What follows belongs to an exercise in optimizing a design on an open flow for small area, a short achievable clock period and few clock cycles; a production flow would make more cautious choices. At most, simulation tests tie the RTL to the original design; equivalence was not proved. Power is estimated from default activity; no workload was simulated.

Design kmsig_transport, start of the top module:
module kmsig_transport (
    input              clk,
    input              rst,
    input              ev_valid,
    output             ev_ready,
    input      [2:0]   ev_type,
    input      [7:0]   ev_data,
    output reg         ans_valid,
    output reg [1:0]   ans_code,
    output     [7:0]   ans_byte,
    input              init,
    input      [6:0]   init_addr,
    input              dis,
    input              ui_we,
    input      [1:0]   ui_wave,
    input      [63:0]  ui_freq,
    input      [1:0]   chg_clr,
    output             idle,
    output     [1:0]   wave,
    output     [63:0]  freq,
    output     [135:0] str0,
    output     [135:0] str1,
    output     [1:0]   chg
);
For scale: roughly 2100 cells after synthesis, about 500 flip-flops, ~450 I/O pins, ~24000 µm² of cells after synthesis.
clock: 6.0 ns
lec_check: 0
abc_clock_period_in_ps: 3000
cap_margin: 20
core_margin: 2
core_utilization: 40
cts_cluster_diameter: 80
cts_cluster_size: 25
place_density: 0.6
setup_slack_margin: 2.8
slew_margin: 20
standard.sh (not shown) runs the stock make flow with config.mk's settings and CLKGATE_MAP_FILE= SYNTH_SCRIPT=/design/flow/synth_recipe.tcl, a recipe that flattens the netlist after the stock synthesis.
==> flow/flow/run.sh <==
#!/bin/bash
# The standard layout, with the ports buffered by the smallest buffer cell.
set -euo pipefail
bash standard.sh "BUFFER_PORTS_ARGS=-buffer_cell sky130_fd_sc_hd__buf_1" finish > standard_flow.log 2>&1
Edit:
ABC_AREA = 1   (was unset)
ABC_CLOCK_PERIOD_IN_PS = unset   (was 3000)
Result: The changed run completed without violations; sequential share of layout area went up by 0.44 points; global-route usage went up by 0.19 points; total power went up by 8.3%.
Function was not checked in any run of this note: the RTL went through the layout flow alone.


Another version of the RTL of kmsig_transport (not shown whole).
Size: roughly 450 I/O pins.
export LEC_CHECK = 0
export ABC_CLOCK_PERIOD_IN_PS = 3000
export CAP_MARGIN = 20
export CORE_MARGIN = 2
export CORE_UTILIZATION = 40
export PLACE_DENSITY = 0.6
export SETUP_SLACK_MARGIN = 2.5
export SLEW_MARGIN = 20
create_clock -name core_clock -period 6.0 [get_ports {clk}]
Scripts as last shown in full above: flow/flow/run.sh
Testbench counts at the start, summed over its fixed seeds: cycles 13,673.
Edit:
Settings changed: ABC_CLOCK_PERIOD_IN_PS 3000 to 2000, SETUP_SLACK_MARGIN 2.5 to 3.0.
Count of clock-buffer cells in the layout is lower by 8.
Die area stays the same.
Final area went up by 4.3%.
Via count goes up by 3.9%.


== north ==
Another version of the RTL of kmsig_transport (not shown whole).
Size in the first run: about 510 flip-flops, ~24000 µm² of cells after synthesis.
==> flow/config.mk <==
export PLATFORM = sky130hd
export DESIGN_NAME = kmsig_transport
export DESIGN_NICKNAME = kmsig_transport
export VERILOG_FILES = /design/flow/design.v
export SDC_FILE = /design/flow/constraint.sdc
export NUM_CORES = 4
export LEC_CHECK = 0
export ABC_AREA = 1
export CAP_MARGIN = 20
export CORE_MARGIN = 2
export CORE_UTILIZATION = 40
export CTS_CLUSTER_DIAMETER = 80
export CTS_CLUSTER_SIZE = 25
export PLACE_DENSITY = 0.6
export SETUP_SLACK_MARGIN = 3.1
export SLEW_MARGIN = 20
==> flow/constraint.sdc <==
create_clock -name core_clock -period 6.0 [get_ports {clk}]
set_input_delay 1.2000 -clock core_clock [delete_from_list [all_inputs] [get_ports {clk}]]
set_output_delay 1.2000 -clock core_clock [all_outputs]
set_load 0.01 [all_outputs]
Scripts as last shown in full above: flow/flow/run.sh
Testbench counts of north, summed over its fixed seeds: cycles 13,673.
Here is what was changed in the inputs of south compared with north.
# north
export LEC_CHECK = 0
export ABC_AREA = 1
export CAP_MARGIN = 20
export CORE_MARGIN = 2
export CORE_UTILIZATION = 40
export CTS_CLUSTER_DIAMETER = 80
export CTS_CLUSTER_SIZE = 25
export PLACE_DENSITY = 0.6
export SETUP_SLACK_MARGIN = 3.1
export SLEW_MARGIN = 20
create_clock -name core_clock -period 6.0 [get_ports {clk}]
# south
export LEC_CHECK = 0
export ABC_AREA = 1
export CAP_MARGIN = 20
export CORE_MARGIN = 2
export CORE_UTILIZATION = 40
export CTS_CLUSTER_DIAMETER = 80
export CTS_CLUSTER_SIZE = 25
export PLACE_DENSITY = 0.6
export SETUP_SLACK_MARGIN = 2.8
export SLEW_MARGIN = 20
create_clock -name core_clock -period 6.0 [get_ports {clk}]
Findings:
[compare] base=north new=south: worst hold slack rose by 0.0062 ns, non-clock buffer area fraction after layout dropped 0.93 points, final non-filler cell area fell 560 µm², routed wire length moved down, multi-input logic portion of the cell area went down 0.27 points.
In the reports for north and south, the smaller depth of the worst register-to-register path belongs to north.
[compare] base=north new=south: maximum fanout encountered on the critical timing path has increased, worst setup slack for register-to-register paths dropped 0.15 ns, iteration count of the initial detailed-routing pass higher.
south vs north — leakage power total dropped slightly
south vs north: net switching power down by a few percent
Setup changes, south to east
# south
export LEC_CHECK = 0
export ABC_AREA = 1
export CAP_MARGIN = 20
export CORE_MARGIN = 2
export CORE_UTILIZATION = 40
export CTS_CLUSTER_DIAMETER = 80
export CTS_CLUSTER_SIZE = 25
export PLACE_DENSITY = 0.6
export SETUP_SLACK_MARGIN = 2.8
export SLEW_MARGIN = 20
create_clock -name core_clock -period 6.0 [get_ports {clk}]
# east
export LEC_CHECK = 0
export ABC_AREA = 1
export CAP_MARGIN = 20
export CORE_MARGIN = 2
export CORE_UTILIZATION = 40
export CTS_CLUSTER_DIAMETER = 90
export CTS_CLUSTER_SIZE = 32
export PLACE_DENSITY = 0.6
export SETUP_SLACK_MARGIN = 3.1
export SLEW_MARGIN = 20
create_clock -name core_clock -period 6.0 [get_ports {clk}]
Findings:
Status | south and east | clean. Comparing south and east, the lower share of the clock period used by the worst path after layout is on east. south -> east: via count of the first global-routing pass increased by a few percent. Going from south to east, sequential share of layout area -1.1 points; maximum single-stage delay on the critical path fell 0.39 ns.
## Diff of input files: west against east
# east
export LEC_CHECK = 0
export ABC_AREA = 1
export CAP_MARGIN = 20
export CORE_MARGIN = 2
export CORE_UTILIZATION = 40
export CTS_CLUSTER_DIAMETER = 90
export CTS_CLUSTER_SIZE = 32
export PLACE_DENSITY = 0.6
export SETUP_SLACK_MARGIN = 3.1
export SLEW_MARGIN = 20
create_clock -name core_clock -period 6.0 [get_ports {clk}]
# west
export LEC_CHECK = 0
export ABC_AREA = 1
export CAP_MARGIN = 20
export CORE_MARGIN = 2
export CORE_UTILIZATION = 55
export CTS_CLUSTER_DIAMETER = 80
export CTS_CLUSTER_SIZE = 25
export PLACE_DENSITY = 0.7
export SETUP_SLACK_MARGIN = 2.8
export SLEW_MARGIN = 20
create_clock -name core_clock -period 6.0 [get_ports {clk}]
## What came out
- Count of non-CTS buffers in the layout was lower in the run labelled west.
- west: die area lower than east
- The lower post-detailed-route via-to-cell ratio came out of east.
- Going from east to west, routed wire length shows a reduction of 5400 µm, fraction of final layout cells sized beyond drive strength 1 shows a reduction of 3.5 points, data arrival time at the worst-slack endpoint shows an increase of 0.09 ns, leakage dissipation shows a reduction of about 1.4%.
- west vs. east: sequential cell count stayed essentially flat, global-route wire length before repair down about 5.5%.
Inputs modified between west and middle:
# west
export LEC_CHECK = 0
export ABC_AREA = 1
export CAP_MARGIN = 20
export CORE_MARGIN = 2
export CORE_UTILIZATION = 55
export CTS_CLUSTER_DIAMETER = 80
export CTS_CLUSTER_SIZE = 25
export PLACE_DENSITY = 0.7
export SETUP_SLACK_MARGIN = 2.8
export SLEW_MARGIN = 20
create_clock -name core_clock -period 6.0 [get_ports {clk}]
# middle
export LEC_CHECK = 0
export ABC_AREA = 1
export CAP_MARGIN = 20
export CORE_MARGIN = 2
export CORE_UTILIZATION = 40
export CTS_CLUSTER_DIAMETER = 90
export CTS_CLUSTER_SIZE = 28
export PLACE_DENSITY = 0.6
export SETUP_SLACK_MARGIN = 3.3
export SLEW_MARGIN = 20
create_clock -name core_clock -period 6.0 [get_ports {clk}]
Findings:
Global-route track usage on met2: middle lower than west
Compared with west, middle ends up with a larger final cell area.
Across both runs, floorplan row count was higher for middle than for west.

-- static timing again, ports no longer ideal --
The flow's constraints put no driver on any port. The routed layouts listed below were extracted and timed again, unchanged, in two steps. Step 1 sets driving cells, clkbuf_16 on the clock port and buf_2 on the other inputs (assumed; they add their load-dependent delay and slew). Step 2, shift: input delay + t, output delay - t, t = (earliest + latest rising clock arrival at the registers) / 2. This alone moves slack from input paths to output paths. Three values: no drivers, after step 1, after step 2; two values: the first two.
| run | t, ns | slack for setup (ns) | latest minus earliest clock arrival (ns) |
|---|---|---|---|
| the first run of note 1 | 0.669 | 2.496 / 2.435 / 2.358 | 0.027 / 0.026 |
| the second run of note 1 | 0.665 | 2.570 / 2.570 / 2.309 | 0.027 / 0.028 |
| the first run of note 2 | 0.662 | 1.698 / 1.698 / 1.698 | 0.032 / 0.032 |
| the second run of note 2 | 0.667 | 1.749 / 1.749 / 1.749 | 0.038 / 0.038 |
| north | 0.665 | 3.021 / 2.964 / 2.395 | 0.028 / 0.028 |
| south | 0.681 | 2.903 / 2.869 / 2.261 | 0.033 / 0.033 |
| east | 0.668 | 3.030 / 2.968 / 2.503 | 0.035 / 0.036 |
| west | 0.663 | 2.943 / 2.883 / 2.336 | 0.028 / 0.028 |
| middle | 0.665 | 3.142 / 3.086 / 2.705 | 0.034 / 0.035 |
After both steps every run listed still meets setup and hold. The setup slack of south, which loses most, moves by -0.034 ns with the drivers and by -0.642 ns with both steps.
